Background: an optimization exercise with open tools, aiming at small area. Do not read the settings as production practice.
At most, simulation tests tie the RTL to the original design; equivalence was not proved.
The clock port is modelled as an ideal driver; clocking choices that lean on that would not hold on a real chip.
Power is estimated from default activity; no workload was simulated.

== branch quartz ==
## hapcan_node
module hapcan_node (
    input  wire        clk,
    input  wire        rst,
    input  wire        in_valid,
    input  wire        in_quiet,
    input  wire [7:0]  in_byte,
    output wire        in_ready,
    output wire        out_valid,
    output wire [7:0]  out_byte,
    input  wire        out_ready,
    output wire        diag_valid,
    output wire [3:0]  diag_code,
    output wire [23:0] diag_info
);
Size in the first run: roughly 1700 cells after synthesis, about 52 I/O pins, about 24000 µm² of cells after synthesis.
clock: 15.0 ns
lec_check: 0
cap_margin: 20
core_margin: 2
core_utilization: 70
place_density: 0.8
slew_margin: 20
standard.sh (not shown) runs the stock make flow with config.mk's settings and CLKGATE_MAP_FILE= SYNTH_SCRIPT=/design/flow/synth_recipe.tcl, a recipe that flattens the netlist after the stock synthesis.
==> flow/flow/run.sh <==
#!/bin/bash
# Layout flow: the standard ORFS flow, with two changes in how the
# layout is made:
#  * ports are buffered with sky130_fd_sc_hd__buf_1 instead of the default
#    (larger) buffer cell;
#  * clock tree synthesis uses larger sink clusters and no dummy loads.
# Each tool's output is in the ORFS logs (orfs/logs/...) and in flow.log.
set -euo pipefail
export BUFFER_PORTS_ARGS="-buffer_cell sky130_fd_sc_hd__buf_1"
export CTS_ARGS="-sink_clustering_enable -repair_clock_nets -sink_clustering_size 30 -sink_clustering_max_diameter 60 -dont_use_dummy_load"
bash standard.sh > flow.log 2>&1
branch quartz completed every stage of the flow, and the final layout passed the timing, design-rule and antenna checks.
Relative to branch quartz, the following input files were edited for branch delta:
==> flow/flow/run.sh <==
#!/bin/bash
# Layout flow: the standard ORFS flow (standard.sh), with these changes
# in how the layout is made:
#  * synthesis: the standard synthesis script (synth_recipe.tcl, ORFS
#    synth.tcl) maps the logic with an area-oriented ABC script
#    (flow/abc_area.script) instead of ORFS's delay-oriented one, and lets
#    ABC map adders instead of the platform's adder cells. Registers are
#    mapped exactly as in the standard synthesis.
#  * ports are buffered with sky130_fd_sc_hd__buf_1;
#  * clock tree synthesis uses larger sink clusters and no dummy loads.
# Tool output: flow_synth.log and flow.log here, and ORFS's logs under orfs/logs.
set -euo pipefail
here=$(pwd)
rm -rf "$here/scripts_synth"
cp -r "$FLOW_HOME/scripts" "$here/scripts_synth"
cp "$here/flow/abc_area.script" "$here/scripts_synth/abc_speed.script"
SCRIPTS_DIR="$here/scripts_synth" ADDER_MAP_FILE= bash standard.sh synth > flow_synth.log 2>&1
export BUFFER_PORTS_ARGS="-buffer_cell sky130_fd_sc_hd__buf_1"
export CTS_ARGS="-sink_clustering_enable -repair_clock_nets -sink_clustering_size 30 -sink_clustering_max_diameter 60 -dont_use_dummy_load"
bash standard.sh > flow.log 2>&1
==> flow/flow/abc_area.script (new file) <==
strash
&get -n
&fraig -x
&put
scorr
dc2
dretime
strash
&get -n
&dch -f
&nf
&put
==> run summary <==
As of branch delta, maximum frequency had fallen slightly compared to branch quartz.
Critical-path maximum fanout delta for branch delta relative to branch quartz: 1 lower
Between branch delta and branch quartz, the starting utilization of the core area does not differ in any meaningful way.
No functional check of the RTL was part of any run of this note.

== run 1 ==
hapcan_node, a different RTL version from the one above (not shown whole).
Size in the first run: about 52 I/O pins, ~23000 µm² of cells after synthesis.
==> flow/config.mk <==
export PLATFORM = sky130hd
export DESIGN_NAME = hapcan_node
export DESIGN_NICKNAME = hapcan_node
export VERILOG_FILES = /design/flow/design.v
export SDC_FILE = /design/flow/constraint.sdc
export NUM_CORES = 4
export LEC_CHECK = 0
export CAP_MARGIN = 20
export CORE_MARGIN = 2
export CORE_UTILIZATION = 55
export PLACE_DENSITY = 0.7
export SLEW_MARGIN = 20
==> flow/constraint.sdc <==
create_clock -name core_clock -period 15.0 [get_ports {clk}]
set_input_delay 3.0000 -clock core_clock [delete_from_list [all_inputs] [get_ports {clk}]]
set_output_delay 3.0000 -clock core_clock [all_outputs]
set_load 0.01 [all_outputs]
==> flow/flow/run.sh <==
#!/bin/bash
# Layout flow: the standard ORFS flow (standard.sh), with these changes
# in how the layout is made:
#  * synthesis: the standard synthesis script (synth_recipe.tcl, ORFS
#    synth.tcl) maps the logic with an area-oriented ABC script
#    (flow/abc_area.script) instead of ORFS's delay-oriented one, and lets
#    ABC map adders instead of the platform's adder cells. Registers are
#    mapped exactly as in the standard synthesis.
#  * ports are buffered with sky130_fd_sc_hd__buf_1;
#  * clock tree synthesis uses larger sink clusters and no dummy loads.
# Tool output: flow_synth.log and flow.log here, and ORFS's logs under orfs/logs.
set -euo pipefail
here=$(pwd)
rm -rf "$here/scripts_synth"
cp -r "$FLOW_HOME/scripts" "$here/scripts_synth"
cp "$here/flow/abc_area.script" "$here/scripts_synth/abc_speed.script"
SCRIPTS_DIR="$here/scripts_synth" ADDER_MAP_FILE= bash standard.sh synth > flow_synth.log 2>&1
export BUFFER_PORTS_ARGS="-buffer_cell sky130_fd_sc_hd__buf_1"
export CTS_ARGS="-sink_clustering_enable -repair_clock_nets -sink_clustering_size 34 -sink_clustering_max_diameter 70 -dont_use_dummy_load"
bash standard.sh > flow.log 2>&1
==> flow/flow/abc_area.script <==
strash
&get -n
&deepsyn -T 60
&put
&get -n
&dch -f
&nf
&put
### run 1 -> run 2
--- a/flow/flow/run.sh
+++ b/flow/flow/run.sh
@@ -8,13 +8,39 @@
 #    mapped exactly as in the standard synthesis.
 #  * ports are buffered with sky130_fd_sc_hd__buf_1;
-#  * clock tree synthesis uses larger sink clusters and no dummy loads.
-# Tool output: flow_synth.log and flow.log here, and ORFS's logs under orfs/logs.
 set -euo pipefail
 here=$(pwd)
+res="$here/orfs/results/$FLOW_PLATFORM/hapcan_node/base"
+
 rm -rf "$here/scripts_synth"
 cp -r "$FLOW_HOME/scripts" "$here/scripts_synth"
 cp "$here/flow/abc_area.script" "$here/scripts_synth/abc_speed.script"
 SCRIPTS_DIR="$here/scripts_synth" ADDER_MAP_FILE= bash standard.sh synth > flow_synth.log 2>&1
+
 export BUFFER_PORTS_ARGS="-buffer_cell sky130_fd_sc_hd__buf_1"
-export CTS_ARGS="-sink_clustering_enable -repair_clock_nets -sink_clustering_size 34 -sink_clustering_max_diameter 70 -dont_use_dummy_load"
+big="-sink_clustering_enable -repair_clock_nets -dont_use_dummy_load -sink_clustering_size 32 -sink_clustering_max_diameter 100 -root_buf sky130_fd_sc_hd__clkbuf_8 -tree_buf sky130_fd_sc_hd__clkbuf_4"
+small="-sink_clustering_enable -repair_clock_nets -dont_use_dummy_load -sink_clustering_size 30 -sink_clustering_max_diameter 60"
+
+slew() {  # $1 odb, $2 sdc, $3 mode, $4 log
+  SC_ODB="$1" SC_SDC="$2" SC_MODE="$3" openroad -no_init -exit "$here/flow/slewcheck.tcl" > "$4" 2>&1 || true
+  sed -n 's/^SLEWCHECK //p' "$4" | tail -1
+}
+
+export CTS_ARGS="$big"
+bash standard.sh cts > flow_cts.log 2>&1
+s=$(slew "$res/4_cts.odb" "$res/4_cts.sdc" est flow_slew_cts.log)
+echo "estimated clock pin slew after CTS: ${s:-none} ps" > flow_decisions.log
+if [[ -z "$s" || "$s" -gt 118 ]]; then
+  echo "redo CTS with smaller clusters" >> flow_decisions.log
+  export CTS_ARGS="$small"
+  bash standard.sh clean_cts cts > flow_cts2.log 2>&1
+fi
+
 bash standard.sh > flow.log 2>&1
+s=$(slew "$res/6_final.odb" "$res/6_final.sdc" rcx flow_slew_final.log)
+echo "extracted clock pin slew after routing: ${s:-none} ps" >> flow_decisions.log
+if [[ "$CTS_ARGS" != "$small" && ( -z "$s" || "$s" -gt 122 ) ]]; then
+  echo "redo CTS and the later steps with smaller clusters" >> flow_decisions.log
+  export CTS_ARGS="$small"
+  bash standard.sh clean_finish clean_route clean_cts > flow_clean.log 2>&1
+  bash standard.sh > flow2.log 2>&1
+fi
==> flow/flow/slewcheck.tcl (new file) <==
set P $::env(FLOW_HOME)/platforms/$::env(FLOW_PLATFORM)
read_db $::env(SC_ODB)
read_liberty $P/lib/sky130_fd_sc_hd__tt_025C_1v80.lib
read_sdc $::env(SC_SDC)
source $P/setRC.tcl
if {$::env(SC_MODE) eq "rcx"} {
  define_process_corner -ext_model_index 0 X
  extract_parasitics -ext_model_file $P/rcx_patterns.rules
  write_spef slewcheck.spef
  read_spef slewcheck.spef
} else {
  estimate_parasitics -placement
}
set_propagated_clock [all_clocks]
set mx 0
foreach pin [all_registers -clock_pins -edge_triggered] {
  foreach e {rise fall} {
    foreach a {min max} {
      set s [expr {[sta::time_ui_sta [get_property $pin slew_${a}_$e]] * 1e12}]
      if {$s > $mx} { set mx $s }
    }
  }
}
puts "SLEWCHECK [expr {int(ceil($mx))}]"
--- a/flow/config.mk
+++ b/flow/config.mk
@@ -9,4 +9,5 @@
 export CORE_MARGIN = 2
 export CORE_UTILIZATION = 55
+export GPL_TIMING_DRIVEN = 0
 export PLACE_DENSITY = 0.7
 export SLEW_MARGIN = 20
Findings:
Worst max-slew margin expressed relative to the limit: run 2 vs run 1 down 2.2 points
Against run 1 as the reference, run 2 delivers a higher fraction of power consumed by the clock network.
Run 2 against run 1; via count of the first global-routing pass is up by a few percent.
| net count of the finished layout | run 1 vs run 2 | ≈ equal |
The number of DRC markers in iteration 0 of run 2 was superior to that of run 1.
Lower fraction of power consumed by combinational cells among run 2 and run 1: run 2
Of the two candidates, run 1 has the worse via count and run 2 the better one.
Post-route fraction of the period consumed by the critical path: run 2 vs run 1 — no meaningful difference
Compared with run 1, run 2 shows power density over cell area that has gone up slightly.
There was hardly any difference in placed standard-cell area between run 1 and run 2.
Input-level comparison between run 3 and run 2:
--- a/flow/flow/run.sh
+++ b/flow/flow/run.sh
@@ -18,6 +18,5 @@
 
 export BUFFER_PORTS_ARGS="-buffer_cell sky130_fd_sc_hd__buf_1"
-big="-sink_clustering_enable -repair_clock_nets -dont_use_dummy_load -sink_clustering_size 32 -sink_clustering_max_diameter 100 -root_buf sky130_fd_sc_hd__clkbuf_8 -tree_buf sky130_fd_sc_hd__clkbuf_4"
-small="-sink_clustering_enable -repair_clock_nets -dont_use_dummy_load -sink_clustering_size 30 -sink_clustering_max_diameter 60"
+bash standard.sh place > flow_place.log 2>&1
 
 slew() {  # $1 odb, $2 sdc, $3 mode, $4 log
@@ -26,13 +25,22 @@
 }
 
-export CTS_ARGS="$big"
-bash standard.sh cts > flow_cts.log 2>&1
-s=$(slew "$res/4_cts.odb" "$res/4_cts.sdc" est flow_slew_cts.log)
-echo "estimated clock pin slew after CTS: ${s:-none} ps" > flow_decisions.log
-if [[ -z "$s" || "$s" -gt 118 ]]; then
-  echo "redo CTS with smaller clusters" >> flow_decisions.log
-  export CTS_ARGS="$small"
-  bash standard.sh clean_cts cts > flow_cts2.log 2>&1
-fi
+base="-sink_clustering_enable -repair_clock_nets -dont_use_dummy_load"
+small="$base -sink_clustering_size 30 -sink_clustering_max_diameter 60"
+: > flow_decisions.log
+n=0
+for cfg in "36 100 -root_buf sky130_fd_sc_hd__clkbuf_8 -tree_buf sky130_fd_sc_hd__clkbuf_4" \
+           "32 100 -root_buf sky130_fd_sc_hd__clkbuf_8 -tree_buf sky130_fd_sc_hd__clkbuf_4" \
+           "34 70 -root_buf sky130_fd_sc_hd__clkbuf_8 -tree_buf sky130_fd_sc_hd__clkbuf_4" \
+           "30 60"; do
+  n=$((n + 1))
+  set -- $cfg
+  size=$1; diam=$2; shift 2
+  export CTS_ARGS="$base -sink_clustering_size $size -sink_clustering_max_diameter $diam $*"
+  [[ "$cfg" == "30 60" ]] && export CTS_ARGS="$small"
+  bash standard.sh clean_cts cts > flow_cts$n.log 2>&1
+  s=$(slew "$res/4_cts.odb" "$res/4_cts.sdc" est flow_slew_cts$n.log)
+  echo "CTS $cfg: estimated clock pin slew ${s:-none} ps" >> flow_decisions.log
+  if [[ -n "$s" && "$s" -le 117 ]]; then break; fi
+done
 
 bash standard.sh > flow.log 2>&1
@@ -40,7 +48,9 @@
 echo "extracted clock pin slew after routing: ${s:-none} ps" >> flow_decisions.log
 if [[ "$CTS_ARGS" != "$small" && ( -z "$s" || "$s" -gt 122 ) ]]; then
-  echo "redo CTS and the later steps with smaller clusters" >> flow_decisions.log
+  echo "redo CTS and the later steps with the smallest clusters" >> flow_decisions.log
   export CTS_ARGS="$small"
   bash standard.sh clean_finish clean_route clean_cts > flow_clean.log 2>&1
   bash standard.sh > flow2.log 2>&1
+  s=$(slew "$res/6_final.odb" "$res/6_final.sdc" rcx flow_slew_final2.log)
+  echo "extracted clock pin slew after routing: ${s:-none} ps" >> flow_decisions.log
 fi
--- a/flow/config.mk
+++ b/flow/config.mk
@@ -9,5 +9,4 @@
 export CORE_MARGIN = 2
 export CORE_UTILIZATION = 55
-export GPL_TIMING_DRIVEN = 0
 export PLACE_DENSITY = 0.7
 export SLEW_MARGIN = 20
--- outcome ---
- Internal power contribution on run 3 is down relative to run 2.
- Per the comparison of run 3 with run 2, post-route fraction of the period consumed by the critical path now larger; final setup slack of the worst path now smaller; clock share of power now smaller; layout overhead on the synthesized area now smaller; final design utilization now smaller.
- Comparing run 3 and run 2, the lower wire length was measured on run 2.
- There was hardly any difference in combinational power between run 3 and run 2.

static timing again, ports no longer ideal:
The flow's constraints put no driver on any port. The routed layouts listed below were extracted and timed again, unchanged, in two steps. Step 1: set_driving_cell puts a clkbuf_16 on clk and a buf_2 on each other input, an assumption about the parent block. Step 2 times the ports against the registers' clock, not the clock port: input delays grow and output delays shrink by t, the midpoint of the rising clock arrivals with the driver on. Three values: ideal ports, drivers, drivers and shift; two values: the first two.
run	t, ns	setup WS [ns]	pins driven straight from the clock port
branch quartz	0.629	8.015 / 7.956 / 8.200	1
branch delta	0.619	7.907 / 7.847 / 7.984	1
run 1	0.608	7.858 / 7.805 / 8.413	1
run 2	0.611	7.853 / 7.799 / 8.410	1
run 3	0.684	7.804 / 7.756 / 8.440	1
After both steps setup and hold are still met in every run listed.
